From an optimization exercise on the open Yosys and OpenROAD flow, aimed at small area, a short achievable clock period and few clock cycles per item; shortcuts taken in it are not production practice.
The RTL was checked by simulation tests, not by an equivalence proof against the original design.
Power figures rest on the tool's default switching activity, not on a simulated workload.

<file path="flow/config.mk">
export PLATFORM = sky130hd
export DESIGN_NAME = bcmseq
export DESIGN_NICKNAME = bcmseq
export VERILOG_FILES = /design/flow/design.v
export SDC_FILE = /design/flow/constraint.sdc
export NUM_CORES = 4
export LEC_CHECK = 0
export CAP_MARGIN = 20
export CORE_MARGIN = 2
export CORE_UTILIZATION = 40
export CTS_BUF_LIST = sky130_fd_sc_hd__clkbuf_8
export CTS_CLUSTER_SIZE = 20
export SETUP_SLACK_MARGIN = 3.5
export SLEW_MARGIN = 20
export BUFFER_PORTS_ARGS = -buffer_cell sky130_fd_sc_hd__buf_1
</file>
<file path="flow/constraint.sdc">
create_clock -name core_clock -period 6.0 [get_ports {clk}]
set_input_delay 1.2000 -clock core_clock [delete_from_list [all_inputs] [get_ports {clk}]]
set_output_delay 1.2000 -clock core_clock [all_outputs]
set_load 0.01 [all_outputs]
</file>
<file path="flow/design.v">
module bcmseq #(
    parameter [15:0] BASE_LOOP_TICKS = 16'd8,
    parameter [15:0] CALL_OVERHEAD   = 16'd2,
    parameter [15:0] FIRST_INTERVAL  = 16'd100
) (
    input  wire        clk,
    input  wire        rst,
    input  wire        cmd_valid,
    input  wire [51:0] cmd,
    output reg         cmd_ready,
    output reg         rsp_valid,
    output wire [7:0]  rsp,
    input  wire [1:0]  rot,
    output reg         hm_en,
    output reg         hm_we,
    output reg  [10:0] hm_addr,
    output wire [7:0]  hm_wdata,
    input  wire [7:0]  hm_rdata,
    output reg         sm_en,
    output reg  [10:0] sm_addr,
    input  wire [7:0]  sm_rdata,
    output reg         tmr_load,
    output wire [15:0] tmr_period,
    output reg         tmr_stop,
    input  wire        tmr_expire,
    output reg         p_blank,
    output reg         p_lat,
    output reg         p_clk,
    output reg  [3:0]  p_addr,
    output reg  [5:0]  p_data
);
    localparam [3:0] OP_BEGIN    = 4'h1,
                     OP_STOP     = 4'h2,
                     OP_SETPIXEL = 4'h3,
                     OP_SWAPREQ  = 4'h4,
                     OP_RDSTAT   = 4'h5,
                     OP_COPYFWD  = 4'h6,
                     OP_BUFRD    = 4'h7,
                     OP_BUFWR    = 4'h8;
    localparam [15:0] BC2  = BASE_LOOP_TICKS + {CALL_OVERHEAD[14:0], 1'b0};
    localparam [15:0] DUR0 = BC2 - CALL_OVERHEAD;
    localparam [15:0] DUR1 = {BC2[14:0], 1'b0} - CALL_OVERHEAD;
    localparam [15:0] DUR2 = {BC2[13:0], 2'b0} - CALL_OVERHEAD;
    localparam [15:0] DUR3 = {BC2[12:0], 3'b0} - CALL_OVERHEAD;
    function [4:0] band_hi(input [2:0] r, input [1:0] b);
        begin
            case ({r, b})
                5'b000_00: band_hi = 5'd0;   5'b000_01: band_hi = 5'd1;   5'b000_10: band_hi = 5'd2;
                5'b001_00: band_hi = 5'd3;   5'b001_01: band_hi = 5'd4;   5'b001_10: band_hi = 5'd5;
                5'b010_00: band_hi = 5'd6;   5'b010_01: band_hi = 5'd7;   5'b010_10: band_hi = 5'd8;
                5'b011_00: band_hi = 5'd9;   5'b011_01: band_hi = 5'd10;  5'b011_10: band_hi = 5'd11;
                5'b100_00: band_hi = 5'd12;  5'b100_01: band_hi = 5'd13;  5'b100_10: band_hi = 5'd14;
                5'b101_00: band_hi = 5'd15;  5'b101_01: band_hi = 5'd16;  5'b101_10: band_hi = 5'd17;
                5'b110_00: band_hi = 5'd18;  5'b110_01: band_hi = 5'd19;  5'b110_10: band_hi = 5'd20;
                5'b111_00: band_hi = 5'd21;  5'b111_01: band_hi = 5'd22;  5'b111_10: band_hi = 5'd23;
                default:   band_hi = 5'd0;
            endcase
        end
    endfunction
    reg        active;
    reg        pending;      
    reg        swapreq;
    reg        back;         
    reg [1:0]  plane;        
    reg [2:0]  row;
    reg        h_idle;
    reg        st_pa, st_fill, st_rd, st_cp, st_wr, st_stop;
    reg        bot;          
    reg        is_px, is_cp;
    reg [1:0]  k;            
    reg [2:0]  p1, p2, p3;   
    reg        r0, g0, b0;   
    reg [7:0]  d;            
    reg [10:0] ha;           
    reg        run;          
    reg        go;           
    reg        sh;           
    reg        fz;           
    reg        bor;          
    reg        f0;           
    reg        p0;           
    reg        ok;           
    reg [1:0]  t32;          
    reg [6:1]  tp;           
    wire        accept = cmd_valid & cmd_ready;
    wire [3:0]  op     = cmd[51:48];
    wire [15:0] cx     = cmd[47:32];
    wire [15:0] cy     = cmd[31:16];
    wire [15:0] cc     = cmd[15:0];
    wire op_begin = (op == OP_BEGIN);
    wire op_stop  = (op == OP_STOP);
    wire op_px    = (op == OP_SETPIXEL);
    wire op_swap  = (op == OP_SWAPREQ);
    wire op_stat  = (op == OP_RDSTAT);
    wire op_copy  = (op == OP_COPYFWD);
    wire op_bufrd = (op == OP_BUFRD);
    wire op_bufwr = (op == OP_BUFWR);
    wire in_range = rot[0] ? (~|cx[15:4] & ~|cy[15:5])
                           : (~|cx[15:5] & ~|cy[15:4]);
    reg [4:0] rx;
    reg [3:0] ry;
    always @(*) begin
        case (rot)
            2'd0:    begin rx = cx[4:0];  ry = cy[3:0];  end
            2'd1:    begin rx = ~cy[4:0]; ry = cx[3:0];  end
            2'd2:    begin rx = ~cx[4:0]; ry = ~cy[3:0]; end
            default: begin rx = cy[4:0];  ry = ~cx[3:0]; end
        endcase
    end
    wire [9:0] off      = ha[9:0];
    wire       off_last = (off == 10'd767);
    wire       cy5 = is_px | (&off[4:0]);
    wire [9:0] cy_off = {cy5 & (&off[8:5]), cy5 & (&off[7:5]), cy5 & (&off[6:5]), cy5 & off[5], cy5,
                         ~is_px & (&off[3:0]), ~is_px & (&off[2:0]), ~is_px & (&off[1:0]),
                         ~is_px & off[0], ~is_px};
    wire [9:0] off_inc = off ^ cy_off;
    reg [7:0] mg;
    always @(*) begin
        mg = hm_rdata;
        if (is_px) begin
            case (k)
                2'd0: if (!bot) mg[4:2] = p1;
                      else begin mg[7:5] = p1; mg[1:0] = {b0, g0}; end
                2'd1: if (!bot) begin mg[4:2] = p2; mg[0] = b0; end
                      else begin mg[7:5] = p2; mg[1] = r0; end
                default: if (!bot) begin mg[4:2] = p3; mg[1:0] = {g0, r0}; end
                      else mg[7:5] = p3;
            endcase
        end
    end
    assign hm_wdata = d;
    assign rsp      = d;
    wire go_fill   = st_fill & ~bor;
    wire go_rd     = st_rd & ~bor;
    wire go_wr     = st_wr & ~bor;
    wire wr_done   = is_cp ? off_last : (~is_px | k[1]);
    wire fill_done = go_fill & off_last & (ha[10] ^ back);
    wire [4:0] c        = sm_addr[4:0];
    wire       c31      = &c;
    wire       dec      = run & c31 & ~p0;                  
    wire       dpos     = run & c31 & p0;                   
    wire       wrap     = run & (c == 5'd1) & ~p0;          
    wire       stop_acc = accept & op_stop;
    wire       take     = pending & active & (dec | (~run & ~cmd_ready));
    reg        n_pa, n_fill, n_rd, n_cp, n_wr, n_stop, n_busy;
    always @(*) begin
        n_pa   = 1'b0;
        n_fill = st_fill & ~fill_done;
        n_stop = st_stop & run;
        n_rd   = (st_rd & bor) | (go_wr & ~wr_done) | st_pa;
        n_cp   = go_rd;
        n_wr   = (st_wr & bor) | (st_cp & (is_px | is_cp));
        n_busy = n_fill | n_rd | n_cp | n_wr | n_stop;
        if (accept) begin
            n_pa   = op_px;
            n_fill = op_begin;
            n_stop = op_stop;
            n_rd   = op_copy | op_bufrd;
            n_wr   = op_bufwr;
        end
    end
    wire n_idle = ~accept & ~n_busy;
    wire n_fz   = (run & (c == 5'd30) & p0) | (~run & pending & active) |
                  (fz & ~p_lat & ~((dec | ~run) & ~take));
    wire n_run  = take | (run & ~(wrap & ~go));
    reg [10:0] n_ha;
    always @(*) begin
        n_ha = ha;
        if (h_idle) begin
            n_ha = {back ^ op_copy, op_px ? {2'b0, ry[2:0], rx} : cx[9:0]};
        end else if (st_pa) begin
            n_ha[9:5] = band_hi(ha[7:5], 2'd0);
        end else begin
            if ((go_fill & off_last) | ((go_rd | go_wr) & is_cp))
                n_ha[10] = ~ha[10];
            if (go_fill)
                n_ha[9:0] = off_last ? 10'd0 : off_inc;
            else if (go_wr)
                n_ha[9:0] = off_inc;
        end
    end
    wire       adv   = dpos & go;
    wire       wrap3 = (plane == 2'd3);
    wire       fswap = wrap3 & (&row) & swapreq;
    wire       swap  = adv & fswap;
    wire [1:0] plane_a = {plane[1] ^ plane[0], ~plane[0]};
    wire [2:0] row_a   = wrap3 ? row ^ {&row[1:0], row[0], 1'b1} : row;
    reg [1:0]  n_plane;
    reg [2:0]  n_row;
    reg        n_back;
    always @(*) begin
        n_plane = adv ? plane_a : plane;
        n_row   = adv ? row_a : row;
        n_back  = back ^ swap;
        if (fill_done) begin
            n_plane = 2'd3;
            n_row   = 3'd7;
            n_back  = 1'b0;
        end
    end
    function [1:0] band_of(input [1:0] pl, input nx_p0);
        case (pl)
            2'd0:    band_of = {1'b0, nx_p0};
            2'd1:    band_of = 2'd0;
            2'd2:    band_of = 2'd1;
            default: band_of = 2'd2;
        endcase
    endfunction
    wire [5:0] sa_keep = {~back, band_hi(row, band_of(plane, ~p0))};
    wire [5:0] sa_adv  = {~(back ^ fswap), band_hi(row_a, band_of(plane_a, ~p0))};
    wire [4:0] c_inc   = c ^ {&c[3:0], &c[2:0], &c[1:0], c[0], 1'b1};
    wire [4:0] n_c     = ~run ? 5'd31 : (p0 ? c_inc : c);
    wire n_bor = run & ~p0 & (plane == 2'd0);
    reg [6:2] n_tp;
    always @(*) begin
        if (!active) n_tp = FIRST_INTERVAL[6:2];
        else case (plane)                   
            2'd1:    n_tp = DUR0[6:2];
            2'd2:    n_tp = DUR1[6:2];
            2'd3:    n_tp = DUR2[6:2];
            default: n_tp = DUR3[6:2];
        endcase
    end
    assign tmr_period = {9'd0, tp, 1'b0};
    always @(posedge clk) begin
        ha <= n_ha;
        if (h_idle) begin
            d       <= {cc[7:1], cc[0] | (swapreq & op[2])};
            p1      <= {cc[2], cc[8],  cc[13]};
            p2      <= {cc[3], cc[9],  cc[14]};
            p3      <= {cc[4], cc[10], cc[15]};
            r0      <= cc[12];
            g0      <= cc[7];
            b0      <= cc[1];
            bot     <= ry[3];
            k       <= 2'd0;
            ok      <= ~op_px | in_range;
            is_px   <= op_px;
            is_cp   <= op_copy;
        end else begin
            if (st_cp)
                d <= mg;
            if (go_wr)
                k <= {k[0], ~k[1] & ~k[0]};
        end
        hm_addr <= n_bor ? {~back, band_hi(row, 2'd2), c} : n_ha;
        if (rst) begin
            h_idle    <= 1'b1;
            st_pa     <= 1'b0;
            st_fill   <= 1'b0;
            st_rd     <= 1'b0;
            st_cp     <= 1'b0;
            st_wr     <= 1'b0;
            st_stop   <= 1'b0;
            bor       <= 1'b0;
            hm_en     <= 1'b0;
            hm_we     <= 1'b0;
            cmd_ready <= 1'b1;
            rsp_valid <= 1'b0;
            tmr_stop  <= 1'b0;
        end else begin
            h_idle    <= n_idle;
            st_pa     <= n_pa;
            st_fill   <= n_fill;
            st_rd     <= n_rd;
            st_cp     <= n_cp;
            st_wr     <= n_wr;
            st_stop   <= n_stop;
            bor       <= n_bor;
            hm_en     <= n_bor | n_fill | n_rd | n_wr;
            hm_we     <= ~n_bor & (n_fill | (n_wr & (h_idle | ok)));
            cmd_ready <= n_idle & ~n_fz;
            rsp_valid <= (accept & op_stat) | (st_cp & ~is_px & ~is_cp);
            tmr_stop  <= st_stop & ~run;
        end
        t32 <= sm_rdata[1:0];
        f0  <= (plane == 2'd0);
        if (!p0)
            p_data <= f0 ? {t32, sm_rdata[1:0], hm_rdata[1:0]} : sm_rdata[7:2];
        p0      <= ~run | ~p0;
        plane   <= n_plane;
        row     <= n_row;
        back    <= n_back;
        sm_addr <= {adv ? sa_adv : sa_keep, n_c};
        tp      <= {n_tp, active};
        if (!run)
            sh <= 1'b0;
        else if (wrap)
            sh <= 1'b1;
        if (take)
            go <= 1'b1;
        else if (dec)
            go <= 1'b0;
        pending <= (pending | tmr_expire) & ~take & ~(accept & op_begin);
        if (swap | fill_done)
            swapreq <= 1'b0;
        else if (accept & op_swap)
            swapreq <= 1'b1;
        if (rst) begin
            run      <= 1'b0;
            sm_en    <= 1'b0;
            fz       <= 1'b0;
            active   <= 1'b0;
            p_blank  <= 1'b1;
            p_lat    <= 1'b0;
            p_clk    <= 1'b0;
            p_addr   <= 4'd0;
            tmr_load <= 1'b0;
        end else begin
            run   <= n_run;
            sm_en <= 1'b1;           
            fz    <= n_fz;
            if (fill_done)
                active <= 1'b1;
            else if (stop_acc)
                active <= 1'b0;
            if (dec | take)
                p_blank <= 1'b1;
            else if (p_lat)
                p_blank <= 1'b0;
            p_lat    <= wrap & go;
            tmr_load <= (wrap & go) | (accept & op_begin);
            p_clk    <= run & sh & p0;
            if (fill_done)
                p_addr <= 4'd0;
            else if (dpos & sh)
                p_addr <= {1'b0, row};
        end
    end
endmodule
</file>
<file path="flow/flow/run.sh">
#!/bin/bash
# Standard layout, with the port buffers that buffer_ports inserts made
# sky130_fd_sc_hd__buf_1 (the resizer may still size them up) instead of the
# delay cell it picks by default. Every port still gets its own buffer.
set -euo pipefail
echo 'export BUFFER_PORTS_ARGS = -buffer_cell sky130_fd_sc_hd__buf_1' >> config.mk
bash standard.sh > standard_flow.log 2>&1
</file>
<file path="flow/standard.sh">
#!/bin/bash
# synth_recipe.tcl (not shown) runs the flow's synth.tcl, then flattens the netlist and writes it again
# the make line also repeats each setting of config.mk as NAME=value (left out here)
make -C /OpenROAD-flow-scripts/flow DESIGN_CONFIG=/design/flow/config.mk WORK_HOME=/design/flow/orfs CLKGATE_MAP_FILE= SYNTH_SCRIPT=/design/flow/synth_recipe.tcl "${@:-finish}"
</file>
==> summary.md, run 1 <==
| Metric | Value |
|---|---|
| Outcome | complete, no violations |
| DP Worst Slack | around 3100 ps |
| Slowest stage delay, CP | 320 ps |
| DR WL/cell | 15.2 um |
| Vias in the first global route | 4485 |
| RSZ-0062 raised after global routing | no |
| Final Wtd Congestion | approximately 0.84 |
| Tmin final | about 2300 ps |
| Initial antenna violation count | 0 |
| Reg2reg start | row[1]$_SDFFE_PP1P_ |
| Synth cell count leaders | dfxtp_1, nand2_1, nor2_1 |
| Mean Syn Cell Area | between 9 and 10 sq um |
| Cell Int Power | 0.00115 W |
| R2r setup slk | between 3000 and 4000 ps |
| Max Clock Freq | approximately 0.43 GHz |
| Final period util | 0.391 |
| Area delta synth->final | 13.3% |
| Crit path to | hm_addr[4]$_DFF_P_ |
| Clk Latency, worst-skew pair | between 300 and 400 ps |
| Post-route insts no fill | between 800 and 900 |
| Total CTS buffers | 9 |
| Flop and latch count out of synthesis | 109 |
| TritonRoute pass-1 iters | 4 |
| Worst setup path startpoint | cmd[48] |
| P_sw | 0.000445 W |
| Vias | approximately 4700 |
| Drt via density | roughly 5.2 |
| Lkg Pwr | 2.44 nW |
| Fraction of registers with async set/reset | 0 |
| Clock sink total | ~110 |
| Area of the mapped netlist | around 0.0056 sq mm |
| Clock buffer depth | 2 |
| Max layer used | met4 |
| Placed cells | between 800 and 900 |
| Met3 wire len | approximately 700 um |
| Crit-path slowest cell | nor2_1 |
| Nets@finish | approximately 800 |
| Final Max Slew Viols | 0 |
| Final number of setup-violating endpoints | 0 |
| Switching Fraction | 0.280 |
| DP HPWL | 10000 um |
| Die Y | about 120 um |
| # IOs | 148 |
| Worst reg-to-reg path cell count | 7 |
| Area contributors post-synth | dfxtp_1, edfxtp_1, mux2i_1, ha_1, nand2_1 |
| Post-cts hold buffer count | 0 |
| Min-Delay Path Class | register to register |
| H-tree depth | 3 |
| Core Area | between 0.01 and 0.015 sq mm |
| Crit path kind | primary input to register |
| Skew final | about 15 ps |
| Most common cell in the netlist | dfxtp_1 |
| Actual slew at the worst max-slew pin | 951 ps |
| Synth Instances | slightly below 600 |
| CTS root buf | clkbuf_8 |
| Congestion Overflow GR | 0 |
| Final ANT Viol Nets | 0 |
| Sequential power share | 0.541 |
| IR drop worst, VDD | 0.127 mV |
| Worst relative slew slack | 0.366 |
| Met1 wire length | about 6000 um |
| Ys Warns | 1 |
| Final number of hold-violating endpoints | 0 |
| Initial Utilization | 0.405 |
| Reg clk slew, reported paths | ~100 ps |
| 1st-iter DRT viols | 267 |
| Crit path launch type | primary input |
| CTS tree | yes |
| Max_cap viols | 0 |
| Largest net degree at the start of global routing | between 50 and 60 |
| Die width | between 100 and 150 um |
| Critical path capture point type | register |
| Cells along the critical path | buf_1, nand4bb_1, buf_4, nor2_1, o21ai_0, o22ai_2, mux2_2 |
| WP data arrival | ~2700 ps |
| Layout cells sized above 1 | 0.0721 |
| Post-synth EDFFs | 30 |
| Top cell type's share of synthesized area | 0.284 |
| Fill cells | around 1400 |
| FF-to-FF End | sm_addr[7]$_DFF_P_ |
| Drt total wl | about 13000 um |
| Count of input and output buffers | about 140 |
| Antenna Cells | 0 |
| Largest area contributor in the netlist | dfxtp_1 |
| First-pass GRT wire length | 21500 um |
| Total GRT Usage | 0.184 |
| Power Density | 252 mW/mm^2 |
| Post-synth cell types | 67 |
| WP data required | ~6300 ps |
| Std-Cell Rows | 43 |
| Sequential fraction of the synthesis area | 0.445 |
| Die ar. | ~0.015 sq mm |
| Combinational power share | 0.158 |
| Worst-path fanout max | 16 |
| Remaining DRCs | 0 |
| TNS Setup | 0 ps |
| Met2 Routed Length | 6490 um |
| Setup ws final | between 3000 and 4000 ps |
| Top_reg_cell synth | dfxtp_1 |
| Clock share of power | 0.301 |
==> timing repair <==
action	in CTS	in global routing
cloned	0	0
pin swaps	1	0
setup buffers	2	0
setup endpoints to repair	2	5
resized for setup	0	1
==> worst min path at each step <==
stage	end	startpoint	cells past startpoint	slack, ps
3_3_place_gp	sh$_SDFFE_PN0P_	sh$_SDFFE_PN0P_	2	450
3_5_place_dp	go$_SDFFE_PP1P_	go$_SDFFE_PP1P_	2	470
6_report	sh$_SDFFE_PN0P_	sh$_SDFFE_PN0P_	2	480
4_1_cts	go$_SDFFE_PP1P_	go$_SDFFE_PP1P_	2	490
5_1_grt	sh$_SDFFE_PN0P_	sh$_SDFFE_PN0P_	2	510
2_1_floorplan	tp[1]$_DFF_P_	active$_SDFFE_PP0P_	0	420
==> critical path: cells and delay by family <==
kind / cells / cell delay [ps]
AND/OR/NAND/NOR: 2 / 460
buffers and inverters: 2 / 450
multiplexers: 1 / 180
AO/OA/AOI/OAI: 2 / 390
==> area by class of cell <==
type / instances / area (sq um) / area share
clock buffer: 12 / 165 / 0.0261
sequential: 109 / 2480 / 0.393
timing repair buffer: 139 / 538 / 0.0851
inverter: 26 / 97.6 / 0.0154
multi-input combinational: 417 / 2760 / 0.436
tap: 180 / 225 / 0.0356
clock inverter: 4 / 52.6 / 0.00831
==> flip-flops by register name (all words and copies together) (netlist names), 3 cells and up <==
register  flops
row           3
ha           11
hm_addr      11
p_data        6
p2            3
p1            3
d             8
tp            6
p_addr        3
p3            3
sm_addr      11
==> through the flow <==
step	total power [W]	util	instance area, sq um	hold slack (ps)
floorplan	0.00106	-	5610	420
global placement	0.00112	0.442	6090	447
detailed placement	0.00113	0.442	6090	467
CTS	0.00161	0.459	6320	487
global route	0.00168	0.459	6320	508
finish	0.00159	0.459	6320	480
==> placed cells by master, fill, tap and decap left out, types with 5 or more instances in the layout <==
| cell | n |
|---|---|
| nor2_1 | 40 |
| nand4_1 | 6 |
| a21oi_1 | 38 |
| clkbuf_8 | 12 |
| xnor2_1 | 14 |
| or2_2 | 6 |
| nand3_1 | 9 |
| buf_1 | 134 |
| nor2b_1 | 5 |
| edfxtp_1 | 30 |
| ha_1 | 20 |
| nor4_1 | 10 |
| inv_1 | 25 |
| a31oi_1 | 6 |
| nand2_1 | 63 |
| xor2_1 | 7 |
| mux2_2 | 11 |
| o21a_1 | 6 |
| o211ai_1 | 10 |
| conb_1 | 11 |
| nor3b_1 | 7 |
| dfxtp_1 | 78 |
| o21bai_1 | 5 |
| o21ai_0 | 31 |
| nor3_1 | 12 |
| mux2i_1 | 28 |
==> logic make-up after synthesis <==
| family | count (synthesis) | share of synthesized area |
|---|---|---|
| adder cells (fa/ha/maj) | 20 | 0.0449 |
| flip-flops | 109 | 0.445 |
| AO/OA/AOI/OAI | 139 | 0.168 |
| buffers and inverters | 79 | 0.0669 |
| multiplexers | 40 | 0.0752 |
| AND/OR/NAND/NOR | 186 | 0.166 |
| other | 1 | 0.000672 |
| XOR/XNOR | 21 | 0.0330 |
==> routing by layer <==
layer / track usage / up-vias
met2: 0.305 / 116
met3: 0.0515 / 22
met1: 0.225 / 2213
li1: - / 2300
met5: 0 / -
met4: 0.0783 / 0
==> power by group through the flow <==
stage / Clock, W / Combinational (W) / Sequential (W)
floorplan: 0 / 0.000186 / 0.000871
detailed placement: 0 / 0.000250 / 0.000878
global placement: 0 / 0.000247 / 0.000875
finish: 0.000480 / 0.000251 / 0.000861
global route: 0.000527 / 0.000283 / 0.000869
CTS: 0.000501 / 0.000252 / 0.000861
Testbench counts, summed over its fixed seeds: cycles 49,192, ticks 768.
==> run 2, diff against run 1 <==
--- a/flow/config.mk
+++ b/flow/config.mk
@@ -7,7 +7,7 @@
 export LEC_CHECK = 0
 export CAP_MARGIN = 20
 export CORE_MARGIN = 2
-export CORE_UTILIZATION = 40
+export CORE_UTILIZATION = 60
 export CTS_BUF_LIST = sky130_fd_sc_hd__clkbuf_8
 export CTS_CLUSTER_SIZE = 20
 export SETUP_SLACK_MARGIN = 3.5
==> run 2 against run 1 <==
Net effect:
- critical endpoint is now ha[7]$_DFF_P_
- largest power group unchanged
- largest cell class unchanged
- design area shrank 0.69%
- critical path depth shrank 1
- global-route usage grew 6.6 points
- maximum frequency shrank 0.58%
- first-iteration DRC count shrank 25%
- sequential share of layout area grew 0.27 points
==> summary.md, run 2 <==
| Metric | Value |
|---|---|
| Flop and latch count out of synthesis | 109 (unchanged) |
| Std-Cell Rows | 35 (-19%) |
| Lkg Pwr | 2.45 nW (+0.22%) |
| Met2 Routed Length | 5650 um (-13%) |
| Remaining DRCs | 0 (unchanged) |
| XOR/XNOR Fraction of Synth Area | 0.0330 (unchanged) |
| DP HPWL | 9110 um (-9.1%) |
| Worst reg-to-reg path cell count | 6 (-1) |
| Sequential fraction of the synthesis area | 0.445 (unchanged) |
| Vias in the first global route | 4180 (-6.8%) |
| Core Area | 0.00911 sq mm (-34%) |
| IR drop worst, VDD | 0.189 mV (+49%) |
| Max_cap viols | 0 (unchanged) |
| Drt via density | 5.54 (+5.7%) |
| Total power draw | 0.00162 W (+1.6%) |
| Slowest stage delay, CP | 350 ps (+30 ps) |
| Reg2reg start | row[1]$_SDFFE_PP1P_ |
| R2r setup slk | 3730 ps (-20 ps) |
| Vias | 4534 (-2.5%) |
| Final ANT Viol Nets | 0 (unchanged) |
| Outcome | complete, no violations |
| CTS tree | yes |
| Final Max Slew Viols | 0 (unchanged) |
| Top cell type's share of synthesized area | 0.284 (unchanged) |
| Max layer used | met4 |
| Congestion Overflow GR | 0 (unchanged) |
| WHS Path Cells | 2 (unchanged) |
| Mean Syn Cell Area | 9.37 sq um (unchanged) |
| Ys Warns | 1 (unchanged) |
| Most common cell in the netlist | dfxtp_1 |
| Clock buffer depth | 2 (unchanged) |
| Critical path buffer and inverter count | 2 (unchanged) |
| Power Density | 258 mW/mm^2 (+2.3%) |
| Top_reg_cell synth | dfxtp_1 |
| Final Wtd Congestion | 0.873 (+3.4%) |
| Tmin final | 2360 ps (+13.6 ps) |
| WP data arrival | 2630 ps (-60 ps) |
| Most common cell after layout, fill and taps aside | buf_1 |
| Critical path capture point type | register |
| Post-synth cell types | 67 (unchanged) |
| Worst relative slew slack | 0.337 (-0.0292) |
| RSZ-0062 raised after global routing | no |
| Clock sink total | 109 (unchanged) |
| Die width | 100 um (-18%) |
| Total GRT Usage | 0.250 (+0.0656) |
| Area delta synth->final | 12.6% |
| Hold Path End | sh$_SDFFE_PN0P_ |
| Final period util | 0.394 (+0.00227) |
| 1st-iter DRT viols | 201 (-25%) |
| Drt total wl | 12200 um (-9.5%) |
| Mux share of post-synthesis cell area | 0.0752 (unchanged) |
| Total CTS buffers | 9 (unchanged) |
| Synth Area in Adders | 0.0449 (unchanged) |
| Crit path launch type | primary input |
| Simple-gate share of the synthesized area | 0.166 (unchanged) |
| FF-to-FF End | sm_addr[8]$_DFF_P_ |
| Clk Latency, worst-skew pair | 370 ps (-20 ps) |
| Largest area contributor in the netlist | dfxtp_1 |
| Synth Instances | 595 (unchanged) |
| WP data required | 6270 ps (-70 ps) |
| Largest regs | ha (11), hm_addr (11), sm_addr (11) |
| Initial Utilization | 0.612 (+0.207) |
| Area contributors post-synth | dfxtp_1, edfxtp_1, mux2i_1, ha_1, nand2_1 |
| Synth cell count leaders | dfxtp_1, nand2_1, nor2_1 |
| # IOs | 148 (unchanged) |
| Hold wc startpoint | sh$_SDFFE_PN0P_ |
| H-tree depth | 3 (unchanged) |
| Met3 wire len | 592 um (-15%) |
| Fraction of registers with async set/reset | 0 (unchanged) |
| Main combinational cell family by area after synthesis | compound AO/OA/AOI/OAI gates |
| Initial antenna violation count | 0 (unchanged) |
| Area after DPL | 0.00599 sq mm (-1.7%) |
| Nets@finish | 796 (unchanged) |
| Leading cell types in the layout, fill and taps excluded | buf_1, dfxtp_1, nand2_1, nor2_1, a21oi_1 |
| Layout cells sized above 1 | 0.0750 (+0.00283) |
| Final number of setup-violating endpoints | 0 (unchanged) |
| Largest net degree at the start of global routing | 55 (unchanged) |
| Count of input and output buffers | 135 (unchanged) |
| Min-Delay Path Class | register to register |
| Worst-path fanout max | 16 (unchanged) |
| Final number of hold-violating endpoints | 0 (unchanged) |
| DR WL/cell | 14.9 um (-1.9%) |
| TNS Setup | 0 ps (unchanged) |
| Die Y | 100 um (-18%) |
| Die ar. | 0.0101 sq mm (-32%) |
| First-pass GRT wire length | 20000 um (-7.3%) |
| Met1 wire length | 5690 um (-3.8%) |
| Antenna Cells | 0 (unchanged) |
| Max Clock Freq | 0.423 GHz (-0.58%) |
| CTS root buf | clkbuf_8 |
| Actual slew at the worst max-slew pin | 995 ps (+43.8 ps) |
| Final instance area | 0.00628 sq mm (-0.69%) |
| Post-synth EDFFs | 30 (unchanged) |
| Reg clk slew, reported paths | 100 ps (about the same) |
| Cells along the critical path | buf_1, nand4bb_4, inv_1, mux2i_1, nor2_1, a31o_2 |
| Area of the mapped netlist | 0.00558 sq mm (unchanged) |
| Crit path kind | primary input to register |
| TritonRoute pass-1 iters | 5 (+1) |
| Crit path max-delay family | buffers and inverters |
| Compound-gate portion of the synthesized area | 0.168 (unchanged) |
| Crit-path slowest cell | mux2i_1 |
| Skew final | 13.1 ps (-1.45 ps) |
-- run 2: worst reg2reg max path, delay by kind of cell (launching register included) --
| kind | cells | cell delay (ps) |
|---|---|---|
| compound gates | 3 | 570 |
| buf+inv | 1 | 360 |
| mux | 1 | 320 |
| fa+ha+maj | 1 | 380 |
| flops | 1 | 580 |
-- run 2: metrics by stage --
| step | hold WS, ps | std cells | setup WS [ps] | util |
|---|---|---|---|---|
| 6_report | 471 | 818 | 3640 | 0.689 |
| 5_1_grt | 484 | 818 | 3520 | 0.689 |
| 4_1_cts | 470 | 818 | 3520 | 0.689 |
| 3_5_place_dp | 457 | 798 | 2830 | 0.657 |
| 3_3_place_gp | 443 | 798 | 2840 | 0.657 |
| 2_1_floorplan | 420 | 605 | 3550 | - |
-- run 2: cell type report --
type | instances | area [sq um]
clock buffers | 9 | 124
clock inverters | 7 | 116
fillers | 785 | 2830
inverters | 26 | 97.6
multi-input cells | 417 | 2780
flip-flops and latches | 109 | 2480
well taps | 111 | 139
repair buffers | 139 | 538
-- run 2: what timing repair did --
action                     4_1_cts  5_1_grt
setup buffers                    4        0
gates resized for setup          2        2
hold buffers                     0        0
setup endpoints to repair       13        8
pin swaps                        1        0
-- run 2: worst max path at each step --
stage,depth (start not counted),start,end
2_1_floorplan,7,rot[0],hm_addr[6]$_DFF_P_
6_report,6,cmd[48],ha[7]$_DFF_P_
4_1_cts,6,rot[0],hm_addr[4]$_DFF_P_
5_1_grt,6,row[1]$_SDFFE_PP1P_,sm_addr[8]$_DFF_P_
3_3_place_gp,6,cmd[48],hm_addr[0]$_DFF_P_
3_5_place_dp,6,cmd[48],hm_addr[2]$_DFF_P_
-- run 2: layer usage --
layer,up-vias,GRT usage
li1,2303,-
met1,2089,0.336
met2,121,0.403
met3,21,0.0543
met4,0,0.0811
met5,-,0
-- run 2: where the power goes --
part | switching, W | total, W | internal [W]
clock | 0.000264 | 0.000510 | 0.000247
combinational | 0.000133 | 0.000237 | 0.000104
sequential | 0.0000560 | 0.000870 | 0.000814
total | 0.000453 | 0.00162 | 0.00116
-- run 2: logic make-up (layout without fill, tap and decap cells) --
logic type	after synthesis	in the layout
flops	109	109
buf+inv	79	181
compound gates	139	139
mux	40	40
fa+ha+maj	20	20
simple gates	186	186
other cells	1	11
xor+xnor	21	21
==> run 3, diff against run 2 <==
--- a/flow/config.mk
+++ b/flow/config.mk
@@ -7,9 +7,9 @@
 export LEC_CHECK = 0
 export CAP_MARGIN = 20
 export CORE_MARGIN = 2
-export CORE_UTILIZATION = 60
+export CORE_UTILIZATION = 40
 export CTS_BUF_LIST = sky130_fd_sc_hd__clkbuf_8
 export CTS_CLUSTER_SIZE = 20
-export SETUP_SLACK_MARGIN = 3.5
+export SETUP_SLACK_MARGIN = 4.0
 export SLEW_MARGIN = 20
 export BUFFER_PORTS_ARGS = -buffer_cell sky130_fd_sc_hd__buf_1
==> run 3 against run 2 <==
Net effect:
- combinational power up 39%
- clock power down 2%
- maximum frequency up 8.2%
- still clean on timing, DRC and antenna
- power up 4.5%
- non-clock buffer count up 30
==> summary.md, run 3 <==
| Metric | Value |
|---|---|
| Outcome | complete, no violations |
| WP data required | 6110 ps (-160 ps) |
| Drt via density | 5.25 (-5.2%) |
| Die width | 122 um (+22%) |
| Reg2reg start | ha[8]$_DFF_P_ |
| Flop and latch count out of synthesis | 109 (unchanged) |
| FF-to-FF End | hm_addr[2]$_DFF_P_ |
| Clock sink total | 109 (unchanged) |
| Worst-path fanout max | 4 (-12) |
| Tmin final | 2180 ps (-179 ps) |
| Largest area contributor in the netlist | dfxtp_1 |
| Mean Syn Cell Area | 9.37 sq um (unchanged) |
| Most common cell after layout, fill and taps aside | buf_1 |
| Total CTS buffers | 9 (unchanged) |
| Post-cts hold buffer count | 0 (unchanged) |
| Vias | 4818 (+6.3%) |
| Crit path to | d[1]$_DFFE_PP_ |
| CTS root buf | clkbuf_8 |
| Final core utilization | 0.530 (-0.159) |
| Synth Instances | 595 (unchanged) |
| Antenna Cells | 0 (unchanged) |
| WP data arrival | 2290 ps (-340 ps) |
| Final ANT Viol Nets | 0 (unchanged) |
| Worst reg-to-reg path cell count | 5 (-1) |
| TNS Setup | 0 ps (unchanged) |
| Count of input and output buffers | 135 (unchanged) |
| Layout cells sized above 1 | 0.315 (+0.240) |
| Final hold slack | 471 ps (-0.805 ps) |
| Remaining DRCs | 0 (unchanged) |
| Area contributors post-synth | dfxtp_1, edfxtp_1, mux2i_1, ha_1, nand2_1 |
| Clock buffer depth | 2 (unchanged) |
| Nets@finish | 826 (+3.8%) |
| RSZ-0062 raised after global routing | yes |
| Total power draw | 0.00169 W (+4.5%) |
| 1st-iter DRT viols | 270 (+34%) |
| Total GRT Usage | 0.190 (-0.0596) |
| Max Clock Freq | 0.458 GHz (+8.2%) |
| First-pass GRT wire length | 22200 um (+11%) |
| Lkg Pwr | 2.96 nW (+21%) |
| Final number of setup-violating endpoints | 0 (unchanged) |
| Congestion Overflow GR | 0 (unchanged) |
| Die ar. | 0.0149 sq mm (+48%) |
| Post-synth cell types | 67 (unchanged) |
| Reg clk slew, reported paths | 100 ps (about the same) |
| Sequential fraction of the synthesis area | 0.445 (unchanged) |
| DR WL/cell | 15.7 um (+5.3%) |
| Actual slew at the worst max-slew pin | 782 ps (-213 ps) |
| Synth cell count leaders | dfxtp_1, nand2_1, nor2_1 |
| Cells along the critical path | buf_8, mux2_4, a221oi_4, a21oi_2, a221oi_2, a21oi_1 |
| R2r setup slk | 3980 ps (+250 ps) |
| Fraction of registers with async set/reset | 0 (unchanged) |
| Initial antenna violation count | 0 (unchanged) |
| Skew final | 13.2 ps (+0.112 ps) |
| Most common cell in the netlist | dfxtp_1 |
| Final number of hold-violating endpoints | 0 (unchanged) |
| Critical path capture point type | register |
| Area delta synth->final | 30.9% |
| Area of the mapped netlist | 0.00558 sq mm (unchanged) |
| Ys Warns | 1 (unchanged) |
| Critical path buffer and inverter count | 1 (-1) |
| Core Area | 0.0138 sq mm (+51%) |
| Final Wtd Congestion | 0.816 (-6.5%) |
| WHS Path Cells | 2 (unchanged) |
| Power Density | 231 mW/mm^2 (-10%) |
| Largest regs | ha (11), hm_addr (11), sm_addr (11) |
| Crit-path slowest cell | a221oi_4 |
| Crit path kind | primary input to register |
| DP HPWL | 9910 um (+8.8%) |
| CTS tree | yes |
| Crit path launch type | primary input |
| Final period util | 0.364 (-0.0298) |
| TritonRoute pass-1 iters | 5 (unchanged) |
| Die Y | 122 um (+22%) |
| Top cell type's share of synthesized area | 0.284 (unchanged) |
| Placed cells | 870 (+9.0%) |
| Clk Latency, worst-skew pair | 390 ps (+20 ps) |
| Largest net degree at the start of global routing | 55 (unchanged) |
| Worst relative slew slack | 0.478 (+0.141) |
| Top_reg_cell synth | dfxtp_1 |
| Slowest stage delay, CP | 300 ps (-50 ps) |
| IR drop worst, VDD | 0.198 mV (+4.7%) |
| # IOs | 148 (unchanged) |
| Leading cell types in the layout, fill and taps excluded | buf_1, nand2_1, dfxtp_1, nor2_1, buf_6 |
| Drt total wl | 14400 um (+18%) |
| Std-Cell Rows | 43 (+23%) |
| Vias in the first global route | 4598 (+10%) |
| Final Max Slew Viols | 0 (unchanged) |
| WP depth | 6 (unchanged) |
| Worst setup path startpoint | hm_rdata[1] |
| H-tree depth | 3 (unchanged) |
| Post-route insts no fill | 917 (+12%) |
| Crit path max-delay family | compound AO/OA/AOI/OAI gates |
| Max_cap viols | 0 (unchanged) |
| Initial Utilization | 0.405 (-0.207) |
| Min-Delay Path Class | register to register |
| Post-synth EDFFs | 30 (unchanged) |
==> run 3: changes by cell type in the layout (fill, tap and decap cells not counted), moves of 5 or more <==
cell and change:
a21oi_1 -7, a21oi_2 +5, buf_1 -68, buf_2 +15, buf_4 +23, buf_6 +35, clkbuf_2 +19, dfxtp_1 -39
dfxtp_2 +31, dfxtp_4 +8, nand2_1 -6, o21ai_0 -8, o21ai_2 +5
==> run 3: how the worst min path moves through the flow <==
stage / end / slack, ps / from
after CTS: sh$_SDFFE_PN0P_ / 470 / sh$_SDFFE_PN0P_
final: sh$_SDFFE_PN0P_ / 470 / sh$_SDFFE_PN0P_
after detailed placement: sh$_SDFFE_PN0P_ / 460 / sh$_SDFFE_PN0P_
after global routing: sh$_SDFFE_PN0P_ / 500 / sh$_SDFFE_PN0P_
after global placement: sh$_SDFFE_PN0P_ / 450 / sh$_SDFFE_PN0P_
after floorplan: tp[1]$_DFF_P_ / 420 / active$_SDFFE_PP0P_
==> run 3: layout make-up <==
type	instances	area [sq um]
fillers	1274	6470
multi-input cells	417	3100
clock buffers	10	138
clock inverters	6	86.3
repair buffers	169	1100
inverters	26	101
well taps	180	225
flip-flops and latches	109	2550
==> run 3: stage by stage <==
stage               cell area [sq um]  setup WS, ps
finish                           7300          3820
global route                     7300          3770
CTS                              6940          3840
detailed placement               6230          3310
global placement                 6230          3320
floorplan                        5810          3690
==> run 3: repair_timing <==
action,CTS,global route
endpoints found under the setup margin,98,92
setup buffers,23,6
cloned,1,1
pin swaps,10,18
gates resized for setup,116,91
==> run 3: power by group <==
part	total [W]	internal, W	switching [W]
Clock	0.000498	0.000247	0.000252
Sequential	0.000862	0.000816	0.0000468
Combinational	0.000329	0.000158	0.000172
==> run 3: kinds of logic after synthesis <==
group | count (synthesis) | synth area share
simple gates | 186 | 0.166
compound gates | 139 | 0.168
flops | 109 | 0.445
buf+inv | 79 | 0.0669
mux | 40 | 0.0752
xor+xnor | 21 | 0.0330
fa+ha+maj | 20 | 0.0449
other cells | 1 | 0.000672
==> run 3: per-layer routing <==
metal  wire, um  share of wire  vias to the layer above  GRT usage
li1           -              -                     2363          -
met1       6220           0.43                     2311      0.232
met2       7080           0.49                      130      0.326
met3        817          0.057                       14     0.0506
met4        280          0.019                        0     0.0618
met5          0              0                        -          0
==> run 3: tightest hold or removal path, delay by kind of cell (launching register included) <==
kind | cells | cell delay, ps
flops | 1 | 330
simple gates | 2 | 100
==> run 4, diff against run 3 <==
--- a/flow/config.mk
+++ b/flow/config.mk
@@ -10,6 +10,6 @@
 export CORE_UTILIZATION = 40
 export CTS_BUF_LIST = sky130_fd_sc_hd__clkbuf_8
 export CTS_CLUSTER_SIZE = 20
-export SETUP_SLACK_MARGIN = 4.0
+export SETUP_SLACK_MARGIN = 4.2
 export SLEW_MARGIN = 20
 export BUFFER_PORTS_ARGS = -buffer_cell sky130_fd_sc_hd__buf_1
==> run 4 against run 3 <==
Net effect:
- setup slack gained 8.4 ps
- area after synthesis is the same
- maximum frequency grew 0.39%
- clock skew grew 1.4 ps
- cell count grew 1.6%
- critical endpoint unchanged
- register-to-register slack gained 80 ps
- critical path type unchanged
- via count grew 1.3%
- sequential power is essentially flat
- clock power shrank 17%
- clock-buffer cell count is the same
==> summary.md, run 4 <==
| Metric | Value |
|---|---|
| Outcome | complete, no violations |
| Count of input and output buffers | 135 (unchanged) |
| Worst-path fanout max | 3 (-1) |
| Synth cell count leaders | dfxtp_1, nand2_1, nor2_1 |
| Fraction of registers with async set/reset | 0 (unchanged) |
| DP Worst Slack | 2850 ps (-468 ps) |
| Top_reg_cell synth | dfxtp_1 |
| Min-Delay Path Class | register to register |
| Initial Utilization | 0.405 (unchanged) |
| WP data arrival | 2300 ps (about the same) |
| Max_cap viols | 0 (unchanged) |
| Drt total wl | 15200 um (+5.8%) |
| CTS root buf | clkbuf_8 |
| R2r setup slk | 4060 ps (+80 ps) |
| Initial antenna violation count | 0 (unchanged) |
| Antenna Cells | 0 (unchanged) |
| Total GRT Usage | 0.200 (+0.00960) |
| Largest net degree at the start of global routing | 55 (unchanged) |
| Congestion Overflow GR | 0 (unchanged) |
| Die ar. | 0.0149 sq mm (unchanged) |
| Critical path capture point type | register |
| # IOs | 148 (unchanged) |
| Footprint of the multi-input gates | 0.00327 sq mm (+5.5%) |
| Post-synth cell types | 67 (unchanged) |
| Worst relative slew slack | 0.370 (-0.108) |
| 1st-iter DRT viols | 313 (+16%) |
| Max Clock Freq | 0.460 GHz (+0.39%) |
| CTS tree | yes |
| Clock sink total | 109 (unchanged) |
| Largest area contributor in the netlist | dfxtp_1 |
| Total power draw | 0.00163 W (-3.7%) |
| Area delta synth->final | 37.0% |
| WHS Path Cells | 2 (unchanged) |
| Crit path launch type | primary input |
| Remaining DRCs | 0 (unchanged) |
| DR WL/cell | 16.4 um (+4.1%) |
| Final number of setup-violating endpoints | 0 (unchanged) |
| Lkg Pwr | 3.08 nW (+4.1%) |
| H-tree depth | 3 (unchanged) |
| Final number of hold-violating endpoints | 0 (unchanged) |
| Reg clk slew, reported paths | 100 ps (about the same) |
| RSZ-0062 raised after global routing | yes |
| Clock buffer depth | 2 (unchanged) |
| Core Area | 0.0138 sq mm (unchanged) |
| Ys Warns | 1 (unchanged) |
| Post-cts hold buffer count | 0 (unchanged) |
| Synth Instances | 595 (unchanged) |
| Final core utilization | 0.555 (+0.0246) |
| Sequential fraction of the synthesis area | 0.445 (unchanged) |
| First-pass GRT wire length | 23100 um (+3.8%) |
| DP HPWL | 10400 um (+4.5%) |
| Die Y | 122 um (unchanged) |
| Fill cells | 1276 (+0.16%) |
| Vias | 4881 (+1.3%) |
| Final period util | 0.362 (-0.00140) |
| Largest regs | ha (11), hm_addr (11), sm_addr (11) |
| Worst reg-to-reg path cell count | 5 (unchanged) |
| Leading cell types in the layout, fill and taps excluded | buf_1, nand2_1, buf_6, buf_4 |
| Final instance area | 0.00764 sq mm (+4.6%) |
| Die width | 122 um (unchanged) |
| Crit path kind | primary input to register |
| IR drop worst, VDD | 0.112 mV (-43%) |
| Actual slew at the worst max-slew pin | 943 ps (+161 ps) |
| Power Density | 213 mW/mm^2 (-8.0%) |
| Most common cell after layout, fill and taps aside | buf_1 |
| Post-synth EDFFs | 30 (unchanged) |
| Setup ws final | 3830 ps (+8.38 ps) |
| Skew final | 14.6 ps (+1.38 ps) |
| Tmin final | 2170 ps (-8.38 ps) |
| Flop and latch count out of synthesis | 109 (unchanged) |
| Top cell type's share of synthesized area | 0.284 (unchanged) |
| Clk Latency, worst-skew pair | 390 ps (about the same) |
| TNS Setup | 0 ps (unchanged) |
| Layout cells sized above 1 | 0.384 (+0.0695) |
| Area of the mapped netlist | 0.00558 sq mm (unchanged) |
| Final Wtd Congestion | 0.818 (+0.29%) |
| Most common cell in the netlist | dfxtp_1 |
| Reg area | 0.00258 sq mm (+0.93%) |
| Vias in the first global route | 4677 (+1.7%) |
| WP data required | 6130 ps (+20 ps) |
| Final ANT Viol Nets | 0 (unchanged) |
| Std-Cell Rows | 43 (unchanged) |
| Mean Syn Cell Area | 9.37 sq um (unchanged) |
| Area contributors post-synth | dfxtp_1, edfxtp_1, mux2i_1, ha_1, nand2_1 |
| TritonRoute pass-1 iters | 5 (unchanged) |
| Nets@finish | 841 (+1.8%) |
| Total CTS buffers | 9 (unchanged) |
| Area after DPL | 0.00627 sq mm (+0.64%) |
| Drt via density | 5.24 (-0.32%) |
| Final Max Slew Viols | 0 (unchanged) |
[run 4: cell counts after synthesis]
Identical to the previous run, type by type.
[run 4: worst max-delay path, stage by stage]
cell	delay (ps)
buf_8	100
mux2_4	270
a221oi_2	280
a21oi_1	70
a221oi_1	320
a21oi_1	70
[run 4: cell type report]
cell class                 count  share of cell area
sequential                   109               0.337
clock inverter                 6             0.00475
inverter                      26              0.0162
timing repair buffer         184               0.167
clock buffer                  10              0.0180
tap                          180              0.0295
multi-input combinational    417               0.427
[run 4: timing repair]
item | 4_1_cts | 5_1_grt
resized for setup | 170 | 100
endpoints found under the setup margin | 117 | 116
pin swaps | 22 | 29
buffers inserted | 32 | 15
[run 4: worst paths after layout]
kind | from | to
setup / recovery | hm_rdata[1] | d[1]$_DFFE_PP_
hold / removal | sh$_SDFFE_PN0P_ | sh$_SDFFE_PN0P_
setup reg to reg | ha[8]$_DFF_P_ | hm_addr[3]$_DFF_P_
hold reg to reg | sh$_SDFFE_PN0P_ | sh$_SDFFE_PN0P_
[run 4: stage by stage]
stage               hold WS, ps  std cells
CTS                         479        917
global route                507        932
detailed placement          464        869
finish                      475        932
global placement            447        869
floorplan                   420        605
[run 4: logic make-up after synthesis]
| kind of cell | after synthesis | share of synthesized area |
|---|---|---|
| simple gates | 186 | 0.166 |
| compound gates | 139 | 0.168 |
| flops | 109 | 0.445 |
| buf+inv | 79 | 0.0669 |
| mux | 40 | 0.0752 |
| xor+xnor | 21 | 0.0330 |
| fa+ha+maj | 20 | 0.0449 |
| other cells | 1 | 0.000672 |
[run 4: report_power, final]
group / total, W / switching [W] / internal [W] / leakage, nW
Combinational: 0.000352 / 0.000182 / 0.000170 / 2.03
Sequential: 0.000863 / 0.0000470 / 0.000816 / 0.950
Clock: 0.000412 / 0.000251 / 0.000161 / 0.0938
[run 4: routing by layer]
| layer | track usage | routed length (um) |
|---|---|---|
| met5 | 0 | 0 |
| met4 | 0.0833 | 333 |
| met2 | 0.348 | 7640 |
| met3 | 0.0342 | 830 |
| met1 | 0.243 | 6440 |
==> run 5, diff against run 4 <==
--- a/flow/config.mk
+++ b/flow/config.mk
@@ -10,6 +10,7 @@
 export CORE_UTILIZATION = 40
 export CTS_BUF_LIST = sky130_fd_sc_hd__clkbuf_8
 export CTS_CLUSTER_SIZE = 20
-export SETUP_SLACK_MARGIN = 4.2
+export SETUP_SLACK_MARGIN = 3.8
 export SLEW_MARGIN = 20
+export TNS_END_PERCENT = 5
 export BUFFER_PORTS_ARGS = -buffer_cell sky130_fd_sc_hd__buf_1
==> run 5 against run 4 <==
Net effect:
- largest cell class unchanged
- via count shrank 5.5%
- maximum frequency shrank 4.7%
- sequential power shrank 0.5%
- critical path depth grew 1
- clock-buffer cell count is the same
- largest power group unchanged
==> summary.md, run 5 <==
| Metric | Value |
|---|---|
| Outcome | complete, no violations |
| Final Max Slew Viols | 0 (unchanged) |
| Largest regs | ha (11), hm_addr (11), sm_addr (11) |
| Final number of hold-violating endpoints | 0 (unchanged) |
| Layout cells sized above 1 | 0.0941 (-0.290) |
| Final number of setup-violating endpoints | 0 (unchanged) |
| Worst relative slew slack | 0.384 (+0.0141) |
| Initial Utilization | 0.405 (unchanged) |
| Antenna Cells | 0 (unchanged) |
| Post-synth cell types | 67 (unchanged) |
| Sequential power share | 0.558 (+0.028) |
| Area contributors post-synth | dfxtp_1, edfxtp_1, mux2i_1, ha_1, nand2_1 |
| Tmin final | 2280 ps (+108 ps) |
| Mean Syn Cell Area | 9.37 sq um (unchanged) |
| WP data arrival | 2560 ps (+260 ps) |
| CTS tree | yes |
| Area after DPL | 0.00611 sq mm (-2.7%) |
| Total CTS buffers | 9 (unchanged) |
| Critical path capture point type | register |
| H-tree depth | 3 (unchanged) |
| Worst-path fanout max | 16 (+13) |
| Vias in the first global route | 4403 (-5.9%) |
| Die ar. | 0.0149 sq mm (unchanged) |
| Fraction of registers with async set/reset | 0 (unchanged) |
| Lkg Pwr | 2.45 nW (-20%) |
| Largest net degree at the start of global routing | 55 (unchanged) |
| Max Clock Freq | 0.438 GHz (-4.7%) |
| Most common cell in the netlist | dfxtp_1 |
| Final Wtd Congestion | 0.800 (-2.2%) |
| Nets@finish | 801 (-4.8%) |
| Post-synth EDFFs | 30 (unchanged) |
| Clock buffer depth | 2 (unchanged) |
| Final core utilization | 0.462 (-0.0928) |
| Total GRT Usage | 0.181 (-0.0192) |
| TNS Setup | 0 ps (unchanged) |
| Placed cells | 869 (unchanged) |
| 1st-iter DRT viols | 301 (-3.8%) |
| Fill cells | 1359 (+6.5%) |
| Top cell type's share of synthesized area | 0.284 (unchanged) |
| DP HPWL | 9880 um (-4.6%) |
| # IOs | 148 (unchanged) |
| Flop and latch count out of synthesis | 109 (unchanged) |
| Skew final | 20.0 ps (+5.37 ps) |
| Top_reg_cell synth | dfxtp_1 |
| Core Area | 0.0138 sq mm (unchanged) |
| Largest area contributor in the netlist | dfxtp_1 |
| Most common cell after layout, fill and taps aside | buf_1 |
| Sequential fraction of the synthesis area | 0.445 (unchanged) |
| DR WL/cell | 14.9 um (-9.1%) |
| Total power draw | 0.00154 W (-5.4%) |
| Post-cts hold buffer count | 0 (unchanged) |
| Area of the mapped netlist | 0.00558 sq mm (unchanged) |
| Area delta synth->final | 14.1% |
| Leading cell types in the layout, fill and taps excluded | buf_1, dfxtp_1, nand2_1, nor2_1, a21oi_1 |
| Synth Instances | 595 (unchanged) |
| Die width | 122 um (unchanged) |
| Remaining DRCs | 0 (unchanged) |
| Switching Fraction | 0.294 (-0.00134) |
| IR drop worst, VDD | 0.140 mV (+25%) |
| Combinational power share | 0.168 (-0.048) |
| Initial antenna violation count | 0 (unchanged) |
| WP data required | 6280 ps (+150 ps) |
| Crit path launch type | primary input |
| RSZ-0062 raised after global routing | yes |
| First-pass GRT wire length | 21200 um (-8.1%) |
| Max_cap viols | 0 (unchanged) |
| Clock sink total | 109 (unchanged) |
| Power Density | 242 mW/mm^2 (+14%) |
| Min-Delay Path Class | register to register |
| Clock share of power | 0.274 (+0.021) |
| Crit path kind | primary input to register |
| Reg clk slew, reported paths | 100 ps (about the same) |
| Vias | 4612 (-5.5%) |
| Post-route insts no fill | 892 (-4.3%) |
| Cell Int Power | 0.00109 W (-5.2%) |
| Die Y | 122 um (unchanged) |
| Drt via density | 5.17 (-1.3%) |
| Synth cell count leaders | dfxtp_1, nand2_1, nor2_1 |
| Final instance area | 0.00636 sq mm (-17%) |
| Congestion Overflow GR | 0 (unchanged) |
| CTS root buf | clkbuf_8 |
| Final ANT Viol Nets | 0 (unchanged) |
| Std-Cell Rows | 43 (unchanged) |
| P_sw | 0.000452 W (-5.8%) |
| Clk Latency, worst-skew pair | 390 ps (about the same) |
| Ys Warns | 1 (unchanged) |
| Drt total wl | 13300 um (-13%) |
| Count of input and output buffers | 135 (unchanged) |
| Final period util | 0.380 (+0.0180) |
| TritonRoute pass-1 iters | 5 (unchanged) |
| Actual slew at the worst max-slew pin | 923 ps (-19.8 ps) |
==> run 5: cell counts after synthesis <==
Identical to the previous run, type by type.
==> run 5: through the flow <==
step | setup slack [ps] | hold WS (ps)
after floorplan | 3690 | 420
after global placement | 3170 | 448
after detailed placement | 3150 | 458
after CTS | 3590 | 474
after global routing | 3660 | 524
final | 3720 | 474
==> run 5: kinds of logic (layout without fill, tap and decap cells) <==
group                    count (synthesis)  after routing  synth area share
adder cells (fa/ha/maj)                 20             20            0.0449
other                                    1             11          0.000672
multiplexers                            40             40            0.0752
AO/OA/AOI/OAI                          139            139             0.168
XOR/XNOR                                21             21            0.0330
AND/OR/NAND/NOR                        186            186             0.166
buffers and inverters                   79            186            0.0669
flip-flops                             109            109             0.445
==> run 5: area by class of cell <==
type	instances	area [sq um]	area share
well taps	180	225	0.0354
inverters	26	101	0.0159
flip-flops and latches	109	2480	0.391
clock inverters	6	45.0	0.00708
clock buffers	10	138	0.0216
repair buffers	144	578	0.0909
multi-input cells	417	2790	0.439
==> run 5: timing repair <==
item / 4_1_cts / 5_1_grt
buffers inserted: 5 / 2
endpoints found under the setup margin: 24 / 29
pin swaps: 1 / 0
gates resized for setup: 0 / 8
==> run 5: routing by layer <==
metal  wire (um)  GRT usage
met5           0          0
met4         146     0.0438
met1        5880      0.223
met2        6570      0.314
met3         671     0.0473
==> run 5: power groups by stage <==
stage,sequential [W],combinational [W],clock [W]
after floorplan,0.000871,0.000188,0
after global placement,0.000875,0.000249,0
after detailed placement,0.000878,0.000252,0
after CTS,0.000861,0.000254,0.000445
after global routing,0.000866,0.000290,0.000470
final,0.000859,0.000258,0.000422
==> run 5: final timing paths <==
| kind | start | endpoint | slack (ps) | cells after the start |
|---|---|---|---|---|
| hold / removal | sh$_SDFFE_PN0P_ | sh$_SDFFE_PN0P_ | 470 | 2 |
| setup reg to reg | plane[0]$_SDFFE_PP1P_ | sm_addr[7]$_DFF_P_ | 3960 | 7 |
| hold reg to reg | sh$_SDFFE_PN0P_ | sh$_SDFFE_PN0P_ | 470 | 2 |
| setup / recovery | cmd[48] | ha[7]$_DFF_P_ | 3720 | 7 |
==> run 5: critical path, cell delays in order <==
cell and delay (ps):
buf_1 230, nand4bb_1 140, buf_4 220, inv_1 160
mux2i_2 320, nor2_1 80, a31o_2 220
==> run 6, diff against run 5 <==
--- a/flow/config.mk
+++ b/flow/config.mk
@@ -12,5 +12,4 @@
 export CTS_CLUSTER_SIZE = 20
 export SETUP_SLACK_MARGIN = 3.8
 export SLEW_MARGIN = 20
-export TNS_END_PERCENT = 5
 export BUFFER_PORTS_ARGS = -buffer_cell sky130_fd_sc_hd__buf_1
==> run 6 against run 5 <==
Net effect:
- global-route usage rose by 0.35 points
- critical path depth fell by 1
- design area rose by 2.2%
- flip-flop and latch count did not move
- sequential power barely moved
- first-iteration DRC count rose by 22%
- clock power fell by 2%
- combinational power rose by 4%
- critical path type unchanged
- largest power group unchanged
- highest routed layer unchanged
==> summary.md, run 6 <==
| Metric | Value |
|---|---|
| WP data required | 6110 ps (-170 ps) |
| Clock sink total | 109 (unchanged) |
| Final Wtd Congestion | 0.800 (about the same) |
| Die Y | 122 um (unchanged) |
| Die ar. | 0.0149 sq mm (unchanged) |
| Area after DPL | 0.00612 sq mm (+0.20%) |
| Compound-gate portion of the synthesized area | 0.168 (unchanged) |
| Drt via density | 5.22 (+1.0%) |
| Congestion Overflow GR | 0 (unchanged) |
| Flop and latch count out of synthesis | 109 (unchanged) |
| Crit path launch type | primary input |
| Std-Cell Rows | 43 (unchanged) |
| Sequential fraction of the synthesis area | 0.445 (unchanged) |
| Area contributors post-synth | dfxtp_1, edfxtp_1, mux2i_1, ha_1, nand2_1 |
| TritonRoute pass-1 iters | 5 (unchanged) |
| Final ANT Viol Nets | 0 (unchanged) |
| Drt total wl | 13500 um (+2.1%) |
| Final Max Slew Viols | 0 (unchanged) |
| Remaining DRCs | 0 (unchanged) |
| Area of the mapped netlist | 0.00558 sq mm (unchanged) |
| DP HPWL | 10000 um (+1.4%) |
| Actual slew at the worst max-slew pin | 786 ps (-138 ps) |
| Synth Instances | 595 (unchanged) |
| Most common cell after layout, fill and taps aside | buf_1 |
| Min-Delay Path Class | register to register |
| Count of input and output buffers | 135 (unchanged) |
| Reg2reg start | plane[0]$_SDFFE_PP1P_ |
| Post-synth cell types | 67 (unchanged) |
| Crit path kind | primary input to register |
| WP data arrival | 2280 ps (-280 ps) |
| IR drop worst, VDD | 0.135 mV (-3.8%) |
| Nets@finish | 809 (+1.0%) |
| Final hold slack | 479 ps (+5.11 ps) |
| Synth cell count leaders | dfxtp_1, nand2_1, nor2_1 |
| Total CTS buffers | 9 (unchanged) |
| Final number of hold-violating endpoints | 0 (unchanged) |
| Most common cell in the netlist | dfxtp_1 |
| Ys Warns | 1 (unchanged) |
| Clock buffer depth | 2 (unchanged) |
| Final period util | 0.362 (-0.0184) |
| Worst setup path startpoint | hm_rdata[1] |
| Top_reg_cell synth | dfxtp_1 |
| # IOs | 148 (unchanged) |
| TNS Setup | 0 ps (unchanged) |
| CTS tree | yes |
| Simple-gate share of the synthesized area | 0.166 (unchanged) |
| Mean Syn Cell Area | 9.37 sq um (unchanged) |
| Core Area | 0.0138 sq mm (unchanged) |
| Worst-path fanout max | 3 (-13) |
| DR WL/cell | 15.1 um (+1.2%) |
| Main combinational cell family by area after synthesis | compound AO/OA/AOI/OAI gates |
| Largest net degree at the start of global routing | 55 (unchanged) |
| Top cell type's share of synthesized area | 0.284 (unchanged) |
| Reg clk slew, reported paths | 110 ps (about the same) |
| Tmin final | 2170 ps (-111 ps) |
| Leading cell types in the layout, fill and taps excluded | buf_1, dfxtp_1, nand2_1, nor2_1, a21oi_1 |
| Vias in the first global route | 4506 (+2.3%) |
| H-tree depth | 3 (unchanged) |
| Die width | 122 um (unchanged) |
| Vias | 4700 (+1.9%) |
| Antenna Cells | 0 (unchanged) |
| Power Density | 237 mW/mm^2 (-2.1%) |
| Final core utilization | 0.472 (+0.0104) |
| Largest regs | ha (11), hm_addr (11), sm_addr (11) |
| Hold wc startpoint | sh$_SDFFE_PN0P_ |
| Post-cts hold buffer count | 0 (unchanged) |
| Initial antenna violation count | 0 (unchanged) |
| Critical path capture point type | register |
| XOR/XNOR Fraction of Synth Area | 0.0330 (unchanged) |
| Post-synth EDFFs | 30 (unchanged) |
| Skew final | 14.8 ps (-5.21 ps) |
| Outcome | complete, no violations |
| CTS root buf | clkbuf_8 |
| Final number of setup-violating endpoints | 0 (unchanged) |
| Max Clock Freq | 0.460 GHz (+5.1%) |
| Worst relative slew slack | 0.476 (+0.0917) |
| Lkg Pwr | 2.52 nW (+2.6%) |
| Layout cells sized above 1 | 0.131 (+0.0365) |
| Mux share of post-synthesis cell area | 0.0752 (unchanged) |
| Final instance area | 0.00650 sq mm (+2.2%) |
| RSZ-0062 raised after global routing | yes |
| Synth Area in Adders | 0.0449 (unchanged) |
| Max_cap viols | 0 (unchanged) |
| Total GRT Usage | 0.184 (+0.00347) |
| Largest area contributor in the netlist | dfxtp_1 |
| 1st-iter DRT viols | 368 (+22%) |
| Clk Latency, worst-skew pair | 390 ps (about the same) |
| Area delta synth->final | 16.6% |
| Initial Utilization | 0.405 (unchanged) |
| Fraction of registers with async set/reset | 0 (unchanged) |
| First-pass GRT wire length | 21700 um (+2.2%) |
==> run 6: cell counts after synthesis <==
Identical to the previous run, type by type.
==> run 6: final cells by class <==
class                      instances  area (sq um)
clock buffer                       9           124
clock inverter                     7          47.5
fill                            1373          7270
inverter                          26          98.8
multi-input combinational        417          2840
sequential                       109          2500
tap                              180           225
timing repair buffer             152           666
==> run 6: final timing paths <==
check,slack [ps],endpoint,cells after the start
worst max-delay path,3830,d[1]$_DFFE_PP_,6
worst min-delay path,480,sh$_SDFFE_PN0P_,2
worst max register to register,3930,sm_addr[7]$_DFF_P_,7
worst min register to register,480,sh$_SDFFE_PN0P_,2
==> run 6: critical path: stages <==
cell      delay, ps
buf_8           100
mux2_4          280
a221oi_4        300
a21oi_2          60
a221oi_2        280
a21oi_1          60
==> run 6: per-stage QoR <==
stage	power, W	worst slack, ps	instances
finish	0.00154	3830	900
global route	0.00162	3780	900
CTS	0.00155	3800	890
detailed placement	0.00113	3150	869
global placement	0.00113	3180	869
floorplan	0.00106	3690	605
==> run 6: cells by family (layout without fill, tap and decap cells) <==
family | after synthesis | after routing
XOR/XNOR | 21 | 21
AO/OA/AOI/OAI | 139 | 139
buffers and inverters | 79 | 194
adder cells (fa/ha/maj) | 20 | 20
multiplexers | 40 | 40
flip-flops | 109 | 109
AND/OR/NAND/NOR | 186 | 186
other | 1 | 11
==> run 6: what timing repair did <==
action | in CTS | in global routing
buffers inserted | 5 | 10
resized for setup | 13 | 24
setup endpoints to repair | 26 | 22
gates cloned | 0 | 0
pin swaps | 2 | 2
==> run 6: power breakdown <==
group / switching, W / leakage [nW] / internal, W
combinational: 0.000155 / 1.48 / 0.000115
sequential: 0.0000454 / 0.945 / 0.000813
clock: 0.000260 / 0.0941 / 0.000153
total: 0.000460 / 2.52 / 0.00108
==> run 6: routing by layer <==
| layer | GRT usage | wire length [um] | share of wire |
|---|---|---|---|
| met5 | 0 | 0 | 0 |
| met1 | 0.221 | 5970 | 0.44 |
| met4 | 0.0546 | 186 | 0.014 |
| met3 | 0.0454 | 631 | 0.047 |
| met2 | 0.324 | 6760 | 0.50 |
==> run 7, diff against run 6 <==
--- a/flow/config.mk
+++ b/flow/config.mk
@@ -5,6 +5,7 @@
 export SDC_FILE = /design/flow/constraint.sdc
 export NUM_CORES = 4
 export LEC_CHECK = 0
+export ABC_AREA = 1
 export CAP_MARGIN = 20
 export CORE_MARGIN = 2
 export CORE_UTILIZATION = 40
==> run 7 against run 6 <==
Net effect:
- sequential power is 0.7% higher
- setup slack better by 25 ps
- non-clock buffer count is 11 lower
- flip-flop and latch count stayed put
- sequential share of layout area is 0.30 points higher
- register-to-register slack better by 20 ps
- still clean
- first-iteration DRC count is 7.6% higher
- clock skew is 5.7 ps lower
- synthesized cell count is 18% higher
- global-route usage is 0.14 points higher
==> summary.md, run 7 <==
| Metric | Value |
|---|---|
| Outcome | complete, no violations |
| Worst reg-to-reg path cell count | 10 (+3) |
| P_sw | 0.000476 W (+3.3%) |
| Clk Latency, worst-skew pair | 390 ps (about the same) |
| Vias | 4941 (+5.1%) |
| Crit path max-delay family | flip-flops |
| Met3 GRT Util | 0.0384 (-0.00702) |
| RSZ-0062 raised after global routing | yes |
| R2r setup slk | 3950 ps (+20 ps) |
| Critical path buffer and inverter count | 1 (unchanged) |
| IR drop worst, VDD | 0.158 mV (+17%) |
| Total power draw | 0.00166 W (+7.9%) |
| Antenna Cells | 0 (unchanged) |
| Reg clk slew, reported paths | 100 ps (about the same) |
| Final ANT Viol Nets | 0 (unchanged) |
| Vias in the first global route | 4446 (-1.3%) |
| H-tree depth | 3 (unchanged) |
| Switching Fraction | 0.286 (-0.0126) |
| Crit-path slowest cell | edfxtp_1 |
| Post-synth cell types | 49 (-27%) |
| M2 GR Usage | 0.302 (-0.0220) |
| Total CTS buffers | 9 (unchanged) |
| DP HPWL | 10300 um (+2.5%) |
| Most common cell in the netlist | nand2_1 |
| Count of input and output buffers | 135 (unchanged) |
| Ys Warns | 1 (unchanged) |
| Area contributors post-synth | dfxtp_1, edfxtp_1, nand2_1, o21ai_0, inv_1 |
| Layout cells sized above 1 | 0.105 (-0.0259) |
| Placed cells | 990 (+14%) |
| Crit path kind | register to output pin |
| Tmin final | 2150 ps (-24.9 ps) |
| Drt via density | 4.89 (-6.4%) |
| Largest regs | ha (11), hm_addr (11), sm_addr (11) |
| Die Y | 122 um (about the same) |
| Clock share of power | 0.313 (+0.045) |
| Largest net degree at the start of global routing | 44 (-20%) |
| Final number of hold-violating endpoints | 0 (unchanged) |
| Final Max Slew Viols | 0 (unchanged) |
| Final Wtd Congestion | 0.859 (+7.3%) |
| Power Density | 258 mW/mm^2 (+9.1%) |
| Post-route insts no fill | 1011 (+12%) |
| Cell Int Power | 0.00119 W (+9.8%) |
| CTS tree | yes |
| First-pass GRT wire length | 21400 um (-1.4%) |
| Initial antenna violation count | 0 (unchanged) |
| Met1 Resource Use GR | 0.245 (+0.0243) |
| Critical path capture point type | output pin |
| Clock sink total | 109 (unchanged) |
| DR WL/cell | 13.4 um (-11%) |
run 7: final cells by class:
cell class / instances / area, sq um / share of cell area
Inverter: 78 / 300 / 0.0467
Sequential cell: 109 / 2490 / 0.387
Clock inverter: 4 / 71.3 / 0.0111
Timing Repair Buffer: 141 / 557 / 0.0866
Tap cell: 180 / 225 / 0.0350
Multi-Input combinational cell: 487 / 2620 / 0.408
Clock buffer: 12 / 165 / 0.0257
run 7: per-stage QoR:
stage                     utilization  area, sq um  hold WS [ps]
final                           0.467         6430           466
after floorplan                     -         5620           400
after detailed placement        0.445         6120           449
after global routing            0.467         6430           506
after CTS                       0.463         6370           468
after global placement          0.445         6120           448
run 7: worst min-delay path by stage:
| stage | start | to |
|---|---|---|
| after global placement | st_rd$_SDFF_PP0_ | st_cp$_SDFF_PP0_ |
| after global routing | active$_SDFFE_PP0P_ | tp[1]$_DFF_P_ |
| after floorplan | active$_SDFFE_PP0P_ | tp[1]$_DFF_P_ |
| after CTS | sh$_SDFFE_PN0P_ | p_clk$_SDFF_PP0_ |
| after detailed placement | sh$_SDFFE_PN0P_ | p_clk$_SDFF_PP0_ |
| final | st_rd$_SDFF_PP0_ | st_cp$_SDFF_PP0_ |
run 7: repair_timing:
item | 4_1_cts | 5_1_grt
setup buffers | 0 | 5
cloned | 0 | 0
gates resized for setup | 8 | 8
endpoints found under the setup margin | 8 | 15
pin swaps | 1 | 1
hold endpoints to repair | 0 | 0
run 7: power by group through the flow:
stage | clock, W | combinational (W) | sequential, W
floorplan | 0 | 0.000195 | 0.000879
global placement | 0 | 0.000273 | 0.000880
detailed placement | 0 | 0.000275 | 0.000881
CTS | 0.000532 | 0.000277 | 0.000864
global route | 0.000566 | 0.000319 | 0.000872
finish | 0.000520 | 0.000278 | 0.000864
run 7: layer usage:
metal / vias up / part of all wire
met1: 2230 / 0.47
met3: 12 / 0.060
met2: 146 / 0.46
li1: 2553 / -
met4: 0 / 0.012
met5: - / 0
run 7: kinds of logic (layout without fill, tap and decap cells):
kind of cell | Yosys count | in the layout | synth area share
compound gates | 149 | 149 | 0.154
xor+xnor | 9 | 9 | 0.0155
fa+ha+maj | 20 | 20 | 0.0449
buf+inv | 115 | 235 | 0.0944
flops | 109 | 109 | 0.445
mux | 4 | 4 | 0.00807
other cells | 1 | 11 | 0.000672
simple gates | 294 | 294 | 0.238
